What follows belongs to an exercise in optimizing a design on an open flow for small area, a short achievable clock period and few clock cycles; a production flow would make more cautious choices. Function was checked by simulation only, so behaviour that the tests miss may differ from the original. Power is estimated from default activity; no workload was simulated.

==> design/flow/design.v <==
module sigtrans_rx #(
    parameter [15:0] SYNC = 16'hAAAA,    
    parameter integer RX_CAP = 64,
    parameter integer AW = 6             
) (
    input  wire        clk,
    input  wire        rst,
    input  wire        cmd_valid,
    input  wire [31:0] cmd,
    output wire        cmd_ready,
    input  wire [AW-1:0] buf_addr,
    output wire [7:0]  buf_rdata,
    output reg  [3:0]  err,
    output reg  [2:0]  outcome,
    output reg         found,
    output reg         frm_valid,
    output reg  [3:0]  cnt,
    output reg  [AW-1:0] idx,
    output reg  [15:0] length,
    output reg  [7:0]  csum_rx,
    output reg  [7:0]  csum_calc,
    output reg  [3:0]  csum_dist,
    output reg  [AW-1:0] frm_off,
    output reg  [AW:0] frm_len,
    output reg  [AW:0] rem_off,
    output reg  [AW:0] pay_off,
    output reg  [AW:0] pay_len,
    output reg  [AW:0] rx_len
);
    localparam integer HDR = 4;          
    localparam [7:0] OP_NOP = 8'h00, OP_CNT = 8'h01, OP_FIND = 8'h02,
                     OP_PARSE = 8'h03, OP_EXTRACT = 8'h04, OP_RECOVER = 8'h06,
                     OP_RXPUSH = 8'h08, OP_RXACCEPT = 8'h09, OP_RXDROP = 8'h0A,
                     OP_RXCLR = 8'h0B;
    localparam [3:0] E_NONE = 4'd0, E_INSUFF = 4'd2, E_NULLFRAME = 4'd3,
                     E_ILLEGAL = 4'd4, E_RXOVF = 4'd5;
    localparam [2:0] O_TOOSHORT = 3'd1, O_NOSYNC = 3'd2, O_INCOMPLETE = 3'd3,
                     O_INVALID = 3'd4, O_RECOVERED = 3'd5;
    localparam [2:0] C_IDLE = 3'd0, C_RECOVER = 3'd1, C_FIND = 3'd2,
                     C_PHI = 3'd3, C_PLO = 3'd4, C_PCK = 3'd5;
    localparam [2:0] G_SCAN = 3'd0, G_HHI = 3'd1, G_HLO = 3'd2, G_SUM = 3'd3,
                     G_CK = 3'd4, G_DONE = 3'd5, G_LONG = 3'd6;
    function [3:0] popcount8;
        input [7:0] v;
        integer b;
        begin
            popcount8 = 4'd0;
            for (b = 0; b < 8; b = b + 1)
                popcount8 = popcount8 + {3'd0, v[b]};
        end
    endfunction
    function le1;
        input [7:0] v;
        begin
            le1 = ((v & (v - 8'd1)) == 8'd0);
        end
    endfunction
    reg [2:0]    cstate;
    reg [AW:0]   min_size;         
    reg [AW:0]   p_off;            
    reg [AW-1:0] p_addr;           
    reg [7:0]    p_hi;             
    reg [AW-1:0] head;             
    reg [AW-1:0] tail;             
    reg [2:0]    gstate;
    reg          la;
    reg [AW-1:0] ep;               
    reg [AW:0]   es;               
    reg [AW:0]   eavail;           
    reg          p_ex, p_le1;      
    reg [AW-1:0] ei;               
    reg [15:0]   eL;               
    reg [AW-1:0] eleft;            
    reg [7:0]    esum;
    reg [7:0]    ecrx;
    assign cmd_ready = (cstate == C_IDLE);
    reg  [7:0] rxbuf [0:RX_CAP-1];
    wire       push_we;
    wire [7:0] push_data = cmd[15:8];
    genvar e;
    generate
        for (e = 0; e < RX_CAP; e = e + 1) begin : g_buf
            always @(posedge clk) begin
                if (push_we && tail == e)
                    rxbuf[e] <= push_data;
            end
        end
    endgenerate
    wire [AW-1:0] buf_phys = head + buf_addr;
    assign buf_rdata = rxbuf[buf_phys];
    wire          p_rd   = (cstate == C_PHI) || (cstate == C_PLO) || (cstate == C_PCK);
    wire [AW-1:0] rd_adr = p_rd ? p_addr : ep;
    wire [7:0]    rd     = rxbuf[rd_adr];
    wire [7:0]  op    = cmd[7:0];
    wire [23:0] imm24 = cmd[31:8];
    wire z_ok  = (cmd[31:8] == 24'd0);
    wire b_ok  = (cmd[31:16] == 16'd0);
    wire bb_ok = (cmd[31:24] == 8'd0);
    wire is_nop      = (op == OP_NOP)      && z_ok;
    wire is_cnt      = (op == OP_CNT)      && bb_ok;
    wire is_find     = (op == OP_FIND)     && z_ok;
    wire is_parse    = (op == OP_PARSE);
    wire is_extract  = (op == OP_EXTRACT)  && z_ok;
    wire is_recover  = (op == OP_RECOVER);
    wire is_rxpush   = (op == OP_RXPUSH)   && b_ok;
    wire is_rxaccept = (op == OP_RXACCEPT) && z_ok;
    wire is_rxdrop   = (op == OP_RXDROP);
    wire is_rxclr    = (op == OP_RXCLR)    && z_ok;
    wire accept = cmd_valid && cmd_ready;
    wire full   = rx_len[AW];
    assign push_we = accept && is_rxpush && !full;
    wire        big24    = (imm24[23:AW+1] != 0);      
    wire [AW+1:0] p_lv   = {1'b0, rx_len} - {1'b0, imm24[AW:0]};
    wire        parse_fits = !big24 && !p_lv[AW+1] && (p_lv[AW:0] >= HDR);
    wire [AW:0] drop_k = (!big24 && imm24[AW:0] < rx_len) ? imm24[AW:0] : rx_len;
    wire        e_has  = (es != eavail);
    wire        r_ex   = (rd == SYNC[15:8]);
    wire        r_le1  = le1(rd ^ SYNC[15:8]);
    wire        win    = (p_ex && r_le1) || (p_le1 && r_ex);
    wire [15:0] hdr_l  = {eL[15:8], rd};
    wire        m_big  = (cstate == C_IDLE) ? big24 : 1'b0;
    wire [AW:0] m7     = (cstate == C_IDLE) ? imm24[AW:0] : min_size;
    wire        r_short = m_big || (rx_len < m7);
    wire [AW:0] ls      = rx_len - {1'b0, ei};
    wire        i_known = (gstate != G_SCAN);
    wire        nosync  = (gstate == G_SCAN) && !e_has;
    wire        l_known = (gstate == G_SUM) || (gstate == G_CK) ||
                          (gstate == G_DONE) || (gstate == G_LONG);
    wire [AW+1:0] tot   = {2'b00, eL[AW-1:0]} + (HDR + 1);    
    wire        ls_lt_t = (eL[15:AW] != 0) || ({1'b0, ls} < tot);
    wire [3:0]  cdist    = popcount8(esum ^ ecrx);
    wire        d_ok    = (cdist <= 4'd1);
    wire        r_ready = r_short || nosync ||
                          (i_known && (ls < m7 || ls < HDR)) ||
                          (l_known && ls_lt_t) || (gstate == G_DONE);
    wire [AW:0] r_roff  = d_ok ? (ei + tot[AW:0]) : ({1'b0, ei} + 1'b1);
    wire        f_ready = !(gstate == G_SCAN && e_has);
    localparam [AW:0] Z = {(AW+1){1'b0}};
    reg          g_restart;        
    reg [AW-1:0] g_ep;
    reg [AW:0]   g_avail;
    reg          g_la;
    reg          g_clr_la;         
    task invalidate;
        begin
            found     <= 1'b0;
            idx       <= {AW{1'b0}};
            frm_valid <= 1'b0;
            frm_off   <= {AW{1'b0}};
            frm_len   <= Z;
            rem_off   <= Z;
            pay_off   <= Z;
            pay_len   <= Z;
        end
    endtask
    task rec_commit;
        begin
            cstate <= C_IDLE;
            if (r_short) begin
                outcome <= O_TOOSHORT; found <= 1'b0; idx <= 0;
                length <= 0; csum_rx <= 0; csum_calc <= 0; csum_dist <= 0;
                frm_valid <= 0; frm_off <= 0; frm_len <= 0; rem_off <= 0;
            end else if (nosync) begin
                outcome <= O_NOSYNC; found <= 1'b0; idx <= 0;
                length <= 0; csum_rx <= 0; csum_calc <= 0; csum_dist <= 0;
                frm_valid <= 0; frm_off <= 0; frm_len <= 0; rem_off <= 0;
            end else if (ls < m7 || ls < HDR) begin
                outcome <= (ls < m7) ? O_TOOSHORT : O_INCOMPLETE;
                found <= 1'b1; idx <= ei;
                length <= 0; csum_rx <= 0; csum_calc <= 0; csum_dist <= 0;
                frm_valid <= 0; frm_off <= 0; frm_len <= 0; rem_off <= 0;
            end else if (ls_lt_t) begin
                outcome <= O_INCOMPLETE; found <= 1'b1; idx <= ei;
                length <= eL; csum_rx <= 0; csum_calc <= 0; csum_dist <= 0;
                frm_valid <= 0; frm_off <= 0; frm_len <= 0; rem_off <= 0;
            end else begin
                outcome <= d_ok ? O_RECOVERED : O_INVALID;
                found <= 1'b1; idx <= ei;
                length <= eL; csum_rx <= ecrx; csum_calc <= esum; csum_dist <= cdist;
                frm_valid <= d_ok;
                frm_off <= d_ok ? ei : {AW{1'b0}};
                frm_len <= d_ok ? tot[AW:0] : Z;
                rem_off <= r_roff;
            end
        end
    endtask
    wire         r_sets_roff = !r_short && !nosync && !(ls < m7 || ls < HDR) &&
                               !ls_lt_t;
    wire [AW-1:0] la_ep      = head + r_roff[AW-1:0];
    wire [AW:0]   la_avail   = rx_len - r_roff;
    always @(*) begin
        g_restart = 1'b0;
        g_ep      = head;
        g_avail   = rx_len;
        g_la      = 1'b0;
        g_clr_la  = 1'b0;
        if (cstate == C_IDLE && accept) begin
            if (is_recover) begin
                if (la)
                    g_restart = 1'b1;
                else if (r_ready && r_sets_roff) begin
                    g_restart = 1'b1; g_ep = la_ep; g_avail = la_avail; g_la = 1'b1;
                end
            end else if (is_find) begin
                if (la) g_restart = 1'b1;
            end else if (is_rxaccept) begin
                if (la) g_clr_la = 1'b1;
                else if (rem_off != Z) begin
                    g_restart = 1'b1; g_ep = head + rem_off[AW-1:0];
                    g_avail = rx_len - rem_off;
                end
            end else if (is_rxdrop) begin
                if (drop_k != Z) begin
                    g_restart = 1'b1; g_ep = head + drop_k[AW-1:0];
                    g_avail = rx_len - drop_k;
                end
            end else if (is_rxclr) begin
                g_restart = 1'b1; g_ep = tail; g_avail = Z;
            end
        end else if (cstate == C_RECOVER && r_ready && r_sets_roff) begin
            g_restart = 1'b1; g_ep = la_ep; g_avail = la_avail; g_la = 1'b1;
        end
    end
    always @(posedge clk) begin
        if (rst) begin
            gstate <= G_SCAN;
            la     <= 1'b0;
            ep     <= {AW{1'b0}};
            es     <= Z;
            eavail <= Z;
            p_ex   <= 1'b0;
            p_le1  <= 1'b0;
            ei     <= {AW{1'b0}};
            eL     <= 16'd0;
            eleft  <= {AW{1'b0}};
            esum   <= 8'd0;
            ecrx   <= 8'd0;
        end else if (g_restart) begin
            gstate <= G_SCAN;
            la     <= g_la;
            ep     <= g_ep;
            es     <= Z;
            eavail <= g_avail;
        end else begin
            if (g_clr_la)
                la <= 1'b0;
            if (push_we)
                eavail <= eavail + 1'b1;
            if (e_has && !p_rd && gstate != G_DONE && gstate != G_LONG) begin
                ep <= ep + 1'b1;
                es <= es + 1'b1;
                case (gstate)
                G_SCAN: begin
                    p_ex  <= r_ex;
                    p_le1 <= r_le1;
                    if (es != Z && win) begin
                        ei     <= es[AW-1:0] - 1'b1;
                        gstate <= G_HHI;
                    end
                end
                G_HHI: begin
                    eL[15:8] <= rd;
                    gstate   <= G_HLO;
                end
                G_HLO: begin
                    eL[7:0] <= rd;
                    esum    <= 8'd0;
                    eleft   <= rd[AW-1:0];
                    if (hdr_l > RX_CAP - HDR - 1)
                        gstate <= G_LONG;
                    else if (hdr_l == 16'd0)
                        gstate <= G_CK;
                    else
                        gstate <= G_SUM;
                end
                G_SUM: begin
                    esum  <= esum + rd;
                    eleft <= eleft - 1'b1;
                    if (eleft == 1)
                        gstate <= G_CK;
                end
                G_CK: begin
                    ecrx   <= rd;
                    gstate <= G_DONE;
                end
                default: ;
                endcase
            end
        end
    end
    always @(posedge clk) begin
        if (rst) begin
            cstate    <= C_IDLE;
            err       <= E_NONE;
            outcome   <= 3'd0;
            cnt       <= 4'd0;
            length    <= 16'd0;
            csum_rx   <= 8'd0;
            csum_calc <= 8'd0;
            csum_dist <= 4'd0;
            rx_len    <= Z;
            head      <= {AW{1'b0}};
            tail      <= {AW{1'b0}};
            invalidate;
            min_size  <= Z;
            p_off     <= Z;
            p_addr    <= {AW{1'b0}};
            p_hi      <= 8'd0;
        end else begin
            case (cstate)
            C_IDLE: if (accept) begin
                err <= E_NONE;
                if (is_nop) begin
                end else if (is_cnt) begin
                    cnt <= popcount8(cmd[15:8] ^ cmd[23:16]);
                end else if (is_find) begin
                    if (la || !f_ready)
                        cstate <= C_FIND;
                    else begin
                        found <= i_known;
                        idx   <= i_known ? ei : {AW{1'b0}};
                    end
                end else if (is_recover) begin
                    min_size <= imm24[AW:0];
                    if (r_short || (!la && r_ready))
                        rec_commit;
                    else
                        cstate <= C_RECOVER;
                end else if (is_parse) begin
                    if (parse_fits) begin
                        p_off  <= imm24[AW:0];
                        p_addr <= head + imm24[AW-1:0] + 2'd2;
                        cstate <= C_PHI;
                    end else begin
                        err <= E_INSUFF;
                    end
                end else if (is_extract) begin
                    if (frm_valid) begin
                        pay_off <= {1'b0, frm_off} + HDR;
                        pay_len <= frm_len - (HDR + 1);
                    end else begin
                        err <= E_NULLFRAME;
                    end
                end else if (is_rxpush) begin
                    if (full)
                        err <= E_RXOVF;
                    else begin
                        rx_len <= rx_len + 1'b1;
                        tail   <= tail + 1'b1;
                    end
                end else if (is_rxaccept) begin
                    invalidate;
                    head   <= head + rem_off[AW-1:0];
                    rx_len <= rx_len - rem_off;
                end else if (is_rxdrop) begin
                    invalidate;
                    head   <= head + drop_k[AW-1:0];
                    rx_len <= rx_len - drop_k;
                end else if (is_rxclr) begin
                    invalidate;
                    rx_len <= Z;
                    head   <= tail;
                end else begin
                    err <= E_ILLEGAL;
                end
            end
            C_RECOVER: if (r_ready) rec_commit;
            C_FIND: if (f_ready) begin
                found  <= i_known;
                idx    <= i_known ? ei : {AW{1'b0}};
                cstate <= C_IDLE;
            end
            C_PHI: begin
                p_hi   <= rd;
                p_addr <= p_addr + 1'b1;
                cstate <= C_PLO;
            end
            C_PLO: begin
                if (p_hi != 8'd0 || {1'b0, rx_len} - {1'b0, p_off} < {1'b0, rd} + 9'd5) begin
                    err    <= E_INSUFF;
                    cstate <= C_IDLE;
                end else begin
                    length  <= {p_hi, rd};
                    pay_off <= p_off + HDR;
                    pay_len <= rd[AW:0];
                    p_addr  <= p_addr + 1'b1 + rd[AW-1:0];
                    cstate  <= C_PCK;
                end
            end
            C_PCK: begin
                csum_rx <= rd;
                cstate  <= C_IDLE;
            end
            default: cstate <= C_IDLE;
            endcase
        end
    end
endmodule
==> design/flow/run.sh <==
#!/bin/bash
# synth_recipe.tcl (not shown) runs the flow's synth.tcl, then flattens the netlist and writes it again
# the make line also repeats each setting of config.mk as NAME=value (left out here)
make -C /OpenROAD-flow-scripts/flow DESIGN_CONFIG=/design/flow/config.mk WORK_HOME=/design/flow/orfs CLKGATE_MAP_FILE= SYNTH_SCRIPT=/design/flow/synth_recipe.tcl finish
==> design/flow/config.mk <==
export PLATFORM = sky130hd
export DESIGN_NAME = sigtrans_rx
export DESIGN_NICKNAME = sigtrans_rx
export VERILOG_FILES = /design/flow/design.v
export SDC_FILE = /design/flow/constraint.sdc
export NUM_CORES = 4
export LEC_CHECK = 0
export CAP_MARGIN = 20
export CORE_MARGIN = 2
export CORE_UTILIZATION = 35
export PLACE_DENSITY = 0.55
export SLEW_MARGIN = 20
==> design/flow/constraint.sdc <==
create_clock -name core_clock -period 10.0 [get_ports {clk}]
set_input_delay 2.0000 -clock core_clock [delete_from_list [all_inputs] [get_ports {clk}]]
set_output_delay 2.0000 -clock core_clock [all_outputs]
set_load 0.01 [all_outputs]
==> flow_summary.toml <==
[outcome]
status = "finished clean"

[drt]
drt_iter0_drc = 5806
vias = 38640
first_pass_iters = 8
drc = 0
ant_nets = 0
viasPerCell = 6.901
wl_per_cell_um = 48.64
routed_wl_um = 272300

[clocking]
cts-root-buf = "clkbuf_16"
cts_buffers = 82
worstSkewPairLatency_ps = 720
holdBufCountCts = 0
clock_sinks = 720
clkSlewWorstSetupHoldPaths_ps = 60
post_cts_buffers = 0
cts_tree = "done"
clockBufferDepth = 3
post_cts_resized = 0
h-tree-depth = 3

[yosys]
synthesis.nets = 3899
synth_top_area_cell = "edfxtp_1"
ys.warnings.count = 2
avgSynthCellArea_um2 = 10.51
syn_inst = 3697
synthAdderAreaFrac = 0.05610
synth_top_family_by_area = "compound AO/OA/AOI/OAI gates"
yosys.area_share.xor_xnor = 0.03066
synth.top_cell.area_share = 0.3957
synth.mux.area_fraction = 0.01668
ys_ff_latch = 720
synth_common_cells = "edfxtp_1 (512), nor2_1 (406), nand2_1 (246), a22oi_1 (236), dfxtp_1 (208)"
synth_seq_area_share = 0.5029
syn_area_mm2 = 0.03885
synth_edf_count = 512
async_reset_ff_frac = 0
yosys-top-cells-area = "edfxtp_1 (40%), dfxtp_1 (11%), a22oi_1 (4.6%), ha_1 (4.5%), nor2_1 (3.9%)"
yosysMostFrequentCell = "edfxtp_1"
synth-simple-area-share = 0.1591
synth_flop_cell = "edfxtp_1"
synth_cell_types = 106
synth-compound-area-share = 0.2014

[sta]
period_share = 0.9485
worst_pin_slew_ps = 1372
relSlewSlack = 0.08525
period_needed_ps = 9485
setup_viol = 0
hold_violations = 0
fmax_mhz = 105.4
whs_ps = 449.8
setup_ws_ps = 515.1
fin_skew_ps = 37.79
slew_violations = 0
setup_tns_ps = 0
rsz0062_at_grt = "no"

[placed_design]
dpl_worst_slack_ps = 754.2
dp.cells = 5404
port_buffers = 144
hpwl_um = 211400
place_area_mm2 = 0.04367
gp_congestion = 1.173

[die]
core_area_mm2 = 0.1104
initial_core_util = 0.3521
dieWidth_um = 337.2
fp.dieH_um = 337.2
io-pin-count = 146
die-area_mm2 = 0.1137
row_count = 122

[layout]
stdcell_area_mm2 = 0.04658
nFillCells = 10690
post-route-util = 0.4221
final_net_count = 4214
drive_gt1_frac = 0.1322
fin_cells = 5599
area_growth_pct = 19.89

[worst_setup_path]
critPathLaunchType = "input pin"
crit_required_ps = 8000
path_max_fanout = 13
critPathKind = "input pin to output pin"
crit_arrival_ps = 7480
end_kind = "output pin"

[global_route]
grt_max_degree = 77
antenna_found_initial = 50
grt_pass1_wl_um = 352400
grt_usage = 0.4750
grt_pass1_vias = 35350
overflow = 0

[run]
drv_cap = 0

[power]
total_power_mw = 9.463
power.leakage_nw = 16.35
ir_worst_vdd_uv = 186.0
power.density_mw_per_mm2 = 203.1

[hold_path]
worstHoldPathType = "register to register"
final cells by class:
class / count / area [um2] / area share
Tap cell: 1488 / 1862 / 0.03997
Timing Repair Buffer: 411 / 3505 / 0.07523
Clock inverter: 43 / 474.2 / 0.01018
Clock buffer: 106 / 2193 / 0.04709
Antenna cell: 34 / 85.08 / 0.001826
Sequential cell: 720 / 19540 / 0.4194
Inverter: 106 / 397.9 / 0.008542
Multi-Input combinational cell: 2691 / 18530 / 0.3977
worst max-delay path: stages:
cell and delay, ps:
clkdlybuf4s50_1 460, ha_1 310, a21o_1 160, a21oi_1 240, o21bai_1 100, a21oi_1 300
xor2_1 190, nand2_1 520, nor2_1 460, a22o_1 350, a221oi_1 230, nand3_1 120
or4_1 610, nor4_1 610, a41oi_1 240, clkdlybuf4s50_1 570
final timing paths:
| path | start | endpoint | slack [ps] | cells after the start |
|---|---|---|---|---|
| max | buf_addr[1] | buf_rdata[1] | 520 | 16 |
| min | csum_calc[5] | csum_calc[5] | 450 | 2 |
| max reg2reg | cstate[1] | length[15] | 790 | 21 |
| min reg2reg | csum_calc[5] | csum_calc[5] | 450 | 2 |
metal layers:
metal  vias up  part of all wire  GRT usage
met2      3026              0.42     0.6924
met5         -           0.00055    0.01064
met1     19430              0.37     0.5458
met4        20              0.11     0.4099
li1      15100                 -          -
met3      1069              0.11     0.1808
cells by family after synthesis:
kind of cell,Yosys count
compound gates,1075
other cells,1
xor+xnor,136
mux,60
buf+inv,286
flops,720
fa+ha+maj,161
simple gates,1258
report_power, final:
group	leakage (nW)	total (mW)	switching (mW)	internal (mW)
combinational	8.78	3.11	2.20	0.909
sequential	6.28	3.23	0.0305	3.20
clock	1.29	3.12	1.37	1.75
layout by cell type, fill, tap and decap left out, types with 75 or more instances in the layout:
| master | Yosys | layout |
|---|---|---|
| edfxtp_1 | 512 | 512 |
| nor2_1 | 406 | 376 |
| buf_4 | 7 | 257 |
| nand2_1 | 246 | 245 |
| a22oi_1 | 236 | 235 |
| dfxtp_1 | 208 | 208 |
| a21oi_1 | 199 | 198 |
| nand3_1 | 170 | 168 |
| ha_1 | 139 | 139 |
| clkdlybuf4s50_1 | 0 | 135 |
| inv_1 | 102 | 102 |
| o21ai_0 | 99 | 98 |
| a32oi_1 | 89 | 87 |
| xnor2_1 | 83 | 83 |
| clkbuf_16 | 0 | 83 |
| nand4_1 | 82 | 82 |
| nor3_1 | 90 | 75 |
state kept, by name, indices dropped and copies added (netlist names), 7 cells and up:
register   count
csum_calc      8
es             7
rx_len         7
min_size       7
p_hi           8
esum           8
pay_len        7
frm_len        7
eavail         7
eL            16
ecrx           8
csum_rx        8
length        16
rem_off        7
p_off          7
pay_off        7
rxbuf        512
Testbench counts, summed over its fixed seeds: cycles 75,423.

[separate check: timing with driven ports]
How much do the figures lean on ideal ports? The routed layout below was timed once more, with nothing changed but the port constraints.
Step 1 sets driving cells, clkbuf_16 on the clock port and buf_2 on the other inputs (assumed; they add their load-dependent delay and slew).
Step 2 moves the port delays by t, midway between the first and last clock arrival at a register: inputs arrive t later, outputs are due t later. That takes back most of the time a late clock gives input paths.
a / b / c = no drivers / after step 1 / after step 2; a / b = the first two.
t (ns): 0.774
setup slack, ns: 0.515 / 0.493 / 0.493
hold slack, ns: 0.450 / 0.450 / 0.450
After both steps this run still meets setup and hold. For this run, drivers alone change the setup slack by -0.022 ns; drivers and shift together by -0.022 ns.
